From an optimization exercise on the open Yosys and OpenROAD flow, aimed at small area, a short achievable clock period and few clock cycles per item; shortcuts taken in it are not production practice. Only simulation tests tie the RTL to the original design; equivalence was not proved. No activity file was given, so power comes from the tool's default toggle rates.

==> run a: inputs <==
==> flow/design.v <==
module lz77_match_finder #(
    parameter W      = 256,    
    parameter MAXLEN = 255     
) (
    input  wire       clk,
    input  wire       rst,       
    input  wire       s_valid,
    output reg        s_ready,
    input  wire [7:0] s_data,
    input  wire       s_last,
    output reg        t_valid,
    input  wire       t_ready,
    output reg  [8:0] t_offset,
    output reg  [7:0] t_length,
    output reg  [7:0] t_char
);
    reg [8*W-1:0] hist;
    reg [8:0]     count;    
    reg [W-1:0]   live;
    reg           rs;       
    reg [7:0]     len;      
    reg           c_v;      
    reg           c_last;
    reg [7:0]     near;     
    reg [15:0]    g_cont;   
    reg [15:0]    g_eq;     
    reg           rs_r;     
    reg         in_v, in_last, cred;
    reg         move;            
    reg  [7:0]  in_d;
    wire in_free = !in_v || cred;
    wire acc  = s_valid && in_free;
    wire any_live = rs_r ? |g_eq : |g_cont;
    wire grow     = c_v && any_live && (len != MAXLEN) && !c_last;
    wire emit     = c_v && !grow;
    wire rs_eff   = c_v ? !grow : rs;
    wire [7:0] len_eff = c_v ? (grow ? len + 8'd1 : 8'd0) : len;
    wire [8:0] tok_off = rs ? 9'd0 : {1'b0, near} + 9'd1;
    wire [24:0] tok = {tok_off, len, hist[7:0]};
    reg  [24:0] head;     
    reg [15:0] lt_h, eq_h, lt_l;
    reg [8:0]  count_nx;
    reg [15:0] lt_h_nx, eq_h_nx, lt_l_nx;
    integer k;
    always @* begin
        count_nx = count;
        if (move) begin
            if (in_last)
                count_nx = 9'd0;
            else if (count < W)
                count_nx = count + 9'd1;
        end
        for (k = 0; k < 16; k = k + 1) begin
            lt_h_nx[k] = count_nx[8] || (k < count_nx[7:4]);
            eq_h_nx[k] = !count_nx[8] && (k == count_nx[7:4]);
            lt_l_nx[k] = (k < count_nx[3:0]);
        end
    end
    wire rs_acc = move && rs_eff;
    reg [W-1:0] eqv;       
    reg [W-1:0] keep;      
    reg [W-1:0] live_nx;
    reg [15:0]  g_cont_nx, g_eq_nx;
    integer p;
    always @* begin
        for (p = 0; p < W; p = p + 1) begin
            eqv[p]     = (hist[8*p+7 -: 8] == in_d) &&
                         (lt_h[p/16] || (eq_h[p/16] && lt_l[p%16]));
            keep[p]    = (!move || eqv[p]) && live[p];
            live_nx[p] = (!move || eqv[p]) && (rs_acc || live[p]);
        end
        for (p = 0; p < 16; p = p + 1) begin
            g_cont_nx[p] = |keep[16*p +: 16];
            g_eq_nx[p]   = |eqv[16*p +: 16];
        end
    end
    function [3:0] first16;
        input [15:0] v;
        integer i;
        begin
            first16 = 4'd15;
            for (i = 14; i >= 0; i = i - 1)
                if (v[i]) first16 = i;
        end
    endfunction
    reg [15:0] g_any;
    reg [63:0] g_ix;
    reg [3:0]  g_sel;
    reg [7:0]  first_set;
    integer g;
    always @* begin
        for (g = 0; g < 16; g = g + 1) begin
            g_any[g]      = rs_r ? g_eq[g] : g_cont[g];    
            g_ix[4*g +: 4] = first16(live[16*g +: 16]);
        end
        g_sel = first16(g_any);
        first_set = {g_sel, g_ix[4*g_sel +: 4]};
    end
    reg         q1_v, q2_v;
    reg [24:0]  q1, q2;
    wire pop = t_valid && t_ready;
    wire tv_nx = (t_valid && !t_ready) || q1_v || emit;
    wire q1v_nx = pop ? (q2_v || (q1_v && emit)) : (q1_v || (t_valid && emit));
    wire q2v_nx = pop ? (q2_v && emit) : (q2_v || (q1_v && emit));
    wire in_v_nx = acc || (in_v && !move);
    wire cred_nx = move ? !q1v_nx : !q2v_nx;
    always @(posedge clk) begin
        near <= first_set;
        g_cont <= g_cont_nx;
        g_eq   <= g_eq_nx;
        rs_r   <= rs_acc;
        c_last <= in_last;
        live <= live_nx;
        if (move)
            hist <= {hist[8*W-9:0], in_d};
        if (in_free) begin
            in_d    <= s_data;
            in_last <= s_last;
        end
        {t_offset, t_length, t_char} <= (t_valid && !t_ready) ? head : (q1_v ? q1 : tok);
        if (!t_valid || t_ready)
            head <= q1_v ? q1 : tok;
        q1 <= pop ? (q2_v ? q2 : tok) : (q1_v ? q1 : tok);
        if (!q2_v)
            q2 <= tok;
        if (rst) begin
            count   <= 9'd0;
            lt_h    <= 16'd0;
            eq_h    <= 16'd1;
            lt_l    <= 16'd0;
            rs      <= 1'b1;
            len     <= 8'd0;
            c_v     <= 1'b0;
            in_v    <= 1'b0;
            cred    <= 1'b1;
            move    <= 1'b0;
            t_valid <= 1'b0;
            q1_v    <= 1'b0;
            q2_v    <= 1'b0;
            s_ready <= 1'b1;
        end else begin
            rs      <= rs_eff;
            len     <= len_eff;
            c_v     <= move;
            t_valid <= tv_nx;
            q1_v    <= q1v_nx;
            q2_v    <= q2v_nx;
            in_v    <= in_v_nx;
            cred    <= cred_nx;
            move    <= in_v_nx && cred_nx;
            s_ready <= !in_v_nx || cred_nx;
            count   <= count_nx;
            lt_h    <= lt_h_nx;
            eq_h    <= eq_h_nx;
            lt_l    <= lt_l_nx;
        end
    end
endmodule
==> flow/flow/run.sh <==
#!/bin/bash
# Own flow: the standard layout, with two repair settings changed.
#  - MATCH_CELL_FOOTPRINT=0 lets timing repair resize gates to any drive
#    strength (the platform default only swaps cells of the same width).
#  - SETUP_SLACK_MARGIN above 5 ns makes repair aim at a 2.85 ns period.
# The clock, the constraints and the synthesis are the standard flow's, unchanged.
set -euo pipefail
cd "$(dirname "$0")/.."
bash standard.sh MATCH_CELL_FOOTPRINT=0 SETUP_SLACK_MARGIN=5.15 finish > flow_make.log 2>&1
==> flow/standard.sh <==
#!/bin/bash
# synth_recipe.tcl (not shown) runs the flow's synth.tcl, then flattens the netlist and writes it again
# the make line also repeats each setting of config.mk as NAME=value (left out here)
make -C /OpenROAD-flow-scripts/flow DESIGN_CONFIG=/design/flow/config.mk WORK_HOME=/design/flow/orfs CLKGATE_MAP_FILE= SYNTH_SCRIPT=/design/flow/synth_recipe.tcl "${@:-finish}"
==> flow/config.mk <==
export PLATFORM = sky130hd
export DESIGN_NAME = lz77_match_finder
export DESIGN_NICKNAME = lz77_match_finder
export VERILOG_FILES = /design/flow/design.v
export SDC_FILE = /design/flow/constraint.sdc
export NUM_CORES = 4
export LEC_CHECK = 0
export CAP_MARGIN = 20
export CORE_MARGIN = 2
export CORE_UTILIZATION = 70
export CTS_CLUSTER_DIAMETER = 110
export CTS_CLUSTER_SIZE = 24
export SETUP_SLACK_MARGIN = 5.0
export SLEW_MARGIN = 20
==> flow/constraint.sdc <==
create_clock -name core_clock -period 8.0 [get_ports {clk}]
set_input_delay 1.6000 -clock core_clock [delete_from_list [all_inputs] [get_ports {clk}]]
set_output_delay 1.6000 -clock core_clock [all_outputs]
set_load 0.01 [all_outputs]
==> inputs of run b, as changes to run a <==
==> flow/design.v, changed modules only <==
module lz77_match_finder #(
    parameter W      = 256,    
    parameter MAXLEN = 255     
) (
    input  wire       clk,
    input  wire       rst,       
    input  wire       s_valid,
    output reg        s_ready,
    input  wire [7:0] s_data,
    input  wire       s_last,
    output reg        t_valid,
    input  wire       t_ready,
    output reg  [8:0] t_offset,
    output reg  [7:0] t_length,
    output reg  [7:0] t_char
);
    reg [8*W-1:0] hist;
    reg [8:0]     count;    
    reg [W-1:0]   live;
    reg           rs;       
    reg [7:0]     len;      
    reg           c_v;      
    reg           c_last;
    reg [7:0]     near;     
    reg         in_v, in_last, cred;
    reg         move;            
    reg  [7:0]  in_d;
    wire in_free = !in_v || cred;
    wire acc  = s_valid && in_free;
    wire any_live = |live;
    wire grow     = c_v && any_live && (len != MAXLEN) && !c_last;
    wire emit     = c_v && !grow;
    wire rs_eff   = c_v ? !grow : rs;
    wire [7:0] len_eff = c_v ? (grow ? len + 8'd1 : 8'd0) : len;
    wire [8:0] tok_off = rs ? 9'd0 : {1'b0, near} + 9'd1;
    wire [24:0] tok = {tok_off, len, hist[7:0]};
    reg  [24:0] head;     
    wire [3:0] ch = count[7:4];
    wire [3:0] cl = count[3:0];
    reg [15:0] lt_h, eq_h, lt_l;
    integer k;
    always @* begin
        for (k = 0; k < 16; k = k + 1) begin
            lt_h[k] = count[8] || (k < ch);
            eq_h[k] = !count[8] && (k == ch);
            lt_l[k] = (k < cl);
        end
    end
    wire rs_acc = move && rs_eff;
    reg [W-1:0] live_nx;
    integer p;
    always @* begin
        for (p = 0; p < W; p = p + 1)
            live_nx[p] = (!move || ((hist[8*p+7 -: 8] == in_d) &&
                                   (lt_h[p/16] || (eq_h[p/16] && lt_l[p%16]))))
                         && (rs_acc || live[p]);
    end
    function [3:0] first16;
        input [15:0] v;
        integer i;
        begin
            first16 = 4'd15;
            for (i = 14; i >= 0; i = i - 1)
                if (v[i]) first16 = i;
        end
    endfunction
    reg [15:0] g_any, g_first;
    reg [63:0] g_ix;
    reg [7:0]  first_set;
    integer g;
    always @* begin
        for (g = 0; g < 16; g = g + 1) begin
            g_any[g]       = |live[16*g +: 16];
            g_ix[4*g +: 4] = first16(live[16*g +: 16]);
        end
        for (g = 0; g < 16; g = g + 1)
            g_first[g] = g_any[g] && !(|(g_any & ((16'd1 << g) - 16'd1)));
        first_set = 8'd0;
        for (g = 0; g < 16; g = g + 1)
            first_set = first_set | ({8{g_first[g]}} & {g[3:0], g_ix[4*g +: 4]});
    end
    reg         q1_v, q2_v;
    reg [24:0]  q1, q2;
    wire pop = t_valid && t_ready;
    wire tv_nx = (t_valid && !t_ready) || q1_v || emit;
    wire q1v_nx = pop ? (q2_v || (q1_v && emit)) : (q1_v || (t_valid && emit));
    wire q2v_nx = pop ? (q2_v && emit) : (q2_v || (q1_v && emit));
    wire in_v_nx = acc || (in_v && !move);
    wire cred_nx = move ? !q1v_nx : !q2v_nx;
    always @(posedge clk) begin
        near <= first_set;
        c_last <= in_last;
        live <= live_nx;
        if (move)
            hist <= {hist[8*W-9:0], in_d};
        if (in_free) begin
            in_d    <= s_data;
            in_last <= s_last;
        end
        {t_offset, t_length, t_char} <= (t_valid && !t_ready) ? head : (q1_v ? q1 : tok);
        if (!t_valid || t_ready)
            head <= q1_v ? q1 : tok;
        q1 <= pop ? (q2_v ? q2 : tok) : (q1_v ? q1 : tok);
        if (!q2_v)
            q2 <= tok;
        if (rst) begin
            count   <= 9'd0;
            rs      <= 1'b1;
            len     <= 8'd0;
            c_v     <= 1'b0;
            in_v    <= 1'b0;
            cred    <= 1'b1;
            move    <= 1'b0;
            t_valid <= 1'b0;
            q1_v    <= 1'b0;
            q2_v    <= 1'b0;
            s_ready <= 1'b1;
        end else begin
            rs      <= rs_eff;
            len     <= len_eff;
            c_v     <= move;
            t_valid <= tv_nx;
            q1_v    <= q1v_nx;
            q2_v    <= q2v_nx;
            in_v    <= in_v_nx;
            cred    <= cred_nx;
            move    <= in_v_nx && cred_nx;
            s_ready <= !in_v_nx || cred_nx;
            if (move) begin
                if (in_last)
                    count <= 9'd0;
                else if (count < W)
                    count <= count + 9'd1;
            end
        end
    end
endmodule
==> flow/flow/run.sh (replaced) <==
#!/bin/bash
# Own flow: the standard layout, with two repair settings changed.
#  - MATCH_CELL_FOOTPRINT=0 lets timing repair resize gates to any drive
#    strength (the platform default only swaps cells of the same width).
#  - SETUP_SLACK_MARGIN above 5 ns makes repair aim at a 2.8 ns period.
# The clock, the constraints and the synthesis are the standard flow's, unchanged.
set -euo pipefail
cd "$(dirname "$0")/.."
bash standard.sh MATCH_CELL_FOOTPRINT=0 SETUP_SLACK_MARGIN=5.2 finish > flow_make.log 2>&1
Settings changed: CORE_UTILIZATION 70 to 68, TNS_END_PERCENT from default to 0.
==> inputs of run c, as changes to run a <==
--- a/flow/design.v
+++ b/flow/design.v
@@ -21,6 +21,7 @@
     reg [7:0]     len;      
     reg           c_v;      
     reg           c_last;
+    reg [7:0]     c_char;
     reg [7:0]     near;     
     reg [15:0]    g_cont;   
     reg [15:0]    g_eq;     
@@ -28,15 +29,14 @@
     reg         in_v, in_last, cred;
     reg         move;            
     reg  [7:0]  in_d;
-    wire in_free = !in_v || cred;
-    wire acc  = s_valid && in_free;
+    wire acc  = s_valid && s_ready;
     wire any_live = rs_r ? |g_eq : |g_cont;
     wire grow     = c_v && any_live && (len != MAXLEN) && !c_last;
     wire emit     = c_v && !grow;
     wire rs_eff   = c_v ? !grow : rs;
     wire [7:0] len_eff = c_v ? (grow ? len + 8'd1 : 8'd0) : len;
     wire [8:0] tok_off = rs ? 9'd0 : {1'b0, near} + 9'd1;
-    wire [24:0] tok = {tok_off, len, hist[7:0]};
+    wire [24:0] tok = {tok_off, len, c_char};
     reg  [24:0] head;     
     reg [15:0] lt_h, eq_h, lt_l;
     reg [8:0]  count_nx;
@@ -109,11 +109,12 @@
         g_cont <= g_cont_nx;
         g_eq   <= g_eq_nx;
         rs_r   <= rs_acc;
+        c_char <= in_d;
         c_last <= in_last;
         live <= live_nx;
         if (move)
             hist <= {hist[8*W-9:0], in_d};
-        if (in_free) begin
+        if (s_ready) begin
             in_d    <= s_data;
             in_last <= s_last;
         end
==> flow/run.sh (new file) <==
#!/bin/bash
# synth_recipe.tcl (not shown) runs the flow's synth.tcl, then flattens the netlist and writes it again
# the make line also repeats each setting of config.mk as NAME=value (left out here)
make -C /OpenROAD-flow-scripts/flow DESIGN_CONFIG=/design/flow/config.mk WORK_HOME=/design/flow/orfs CLKGATE_MAP_FILE= SYNTH_SCRIPT=/design/flow/synth_recipe.tcl finish
Settings changed: CORE_UTILIZATION 70 to 65, CTS_CLUSTER_DIAMETER 110 to 100, CTS_CLUSTER_SIZE 24 to 20.
removed: flow/flow/run.sh
removed: flow/standard.sh
==> flow_summary.ini <==
[run_status]
status = finished clean

[synth]
ys_seq_area_share_pct = 66.4
synth-simple-area-share_pct = 8.13

[min_path]
min_from = hist[296]

[timing]
slew_headroom_pct = 26.5
fin_ws_ns = 5.04
fmax_mhz = 338

[critical_path]
critPathLaunch = g_cont[11]
crit_slowest_cell = or4_1

[placement]
placed_cells = 9465
dpl.hpwl_um = 159000

[global_route]
grt_max_degree = 191
grt.busiest_layer = met2
use_met1_pct = 49.0
grt_pass1_vias = 62681

[clock_network]
cts_setup_buffers = 32
cts_resized = 214

[power_and_ir_drop]
pwr-share-clk_pct = 27.7
internal-power_mw = 18.5
powerComb_mw = 2.62
p_seq_mw = 15.2

[final_layout]
num-nonclk-buffers = 214
[end of results for run a]
==> flow_summary.ini <==
[global_route]
grt_pass1_vias = 54931
grt_max_degree = 195
use_met1_pct = 46.6
grt.busiest_layer = met1

[run_status]
status = finished clean

[final_layout]
num-nonclk-buffers = 178

[min_path]
min_from = hist[55]

[clock_network]
clock_path_buffers = 3
cts_resized = 23
cts_setup_buffers = 20

[power_and_ir_drop]
p_seq_mw = 14.6
internal-power_mw = 17.8
pwr-share-clk_pct = 28.3

[critical_path]
critPathLaunch = live[117]
crit_slowest_cell = or4_1

[timing]
fmax_mhz = 283
fin_ws_ns = 4.47
slew_headroom_pct = 21.5

[synth]
synth-simple-area-share_pct = 6.84
ys_seq_area_share_pct = 68.2

[placement]
placed_cells = 8737
[end of results for run b]
==> flow_summary.ini <==
[run_status]
status = finished clean

[timing]
slew_headroom_pct = 22.6
fmax_mhz = 311

[power_and_ir_drop]
powerComb_mw = 2.69
internal-power_mw = 19.4
pwr-share-clk_pct = 30.5

[placement]
placed_cells = 9613
dpl.hpwl_um = 167000

[global_route]
grt.busiest_layer = met2
grt_max_degree = 181
grt_pass1_vias = 61279
use_met1_pct = 48.1

[final_layout]
num-nonclk-buffers = 214
top_register = hist

[synth]
ys_seq_area_share_pct = 66.6
synth-simple-area-share_pct = 8.08

[critical_path]
crit_slowest_cell = dfxtp_4
critPathLaunch = move

[clock_network]
cts_setup_buffers = 22
cts_resized = 220

[min_path]
min_from = in_d[0]
[end of results for run c]
Testbench counts of run a, summed over its fixed seeds: cycles 49,888, items 49,864.
Testbench counts of run b, summed over its fixed seeds: cycles 49,888, items 49,864.
Testbench counts of run c, summed over its fixed seeds: cycles 49,888, items 49,864.

-- re-timing with driven ports --
The flow's constraints put no driver on any port. The routed layouts listed below were extracted and timed again, unchanged, in two steps. Step 1: set_driving_cell puts a clkbuf_16 on clk and a buf_2 on each other input, an assumption about the parent block. Step 2 adds t to the input delays and takes it off the output delays; t is the mean of the earliest and latest rising clock arrival at the registers after step 1. Input paths then give back, and output paths get back, about the clock's delay inside the block. a / b / c = no drivers / after step 1 / after step 2; a / b = the first two.
| run | t, ns | setup slack, ns | worst hold slack (ns) | worst setup path after step 2 |
|---|---|---|---|---|
| run a | 0.849 | 5.042 / 5.042 / 4.483 | 0.468 / 0.468 / 0.468 | input to register |
| run b | 0.855 | 4.469 / 4.469 / 4.205 | 0.451 / 0.451 / 0.451 | input to register |
| run c | 0.917 | 4.785 / 4.785 / 4.416 | 0.440 / 0.440 / 0.440 | input to register |
After both steps every run listed still meets setup and hold. For run a, which loses most, drivers alone change the setup slack by 0.000 ns; drivers and shift together by -0.559 ns.
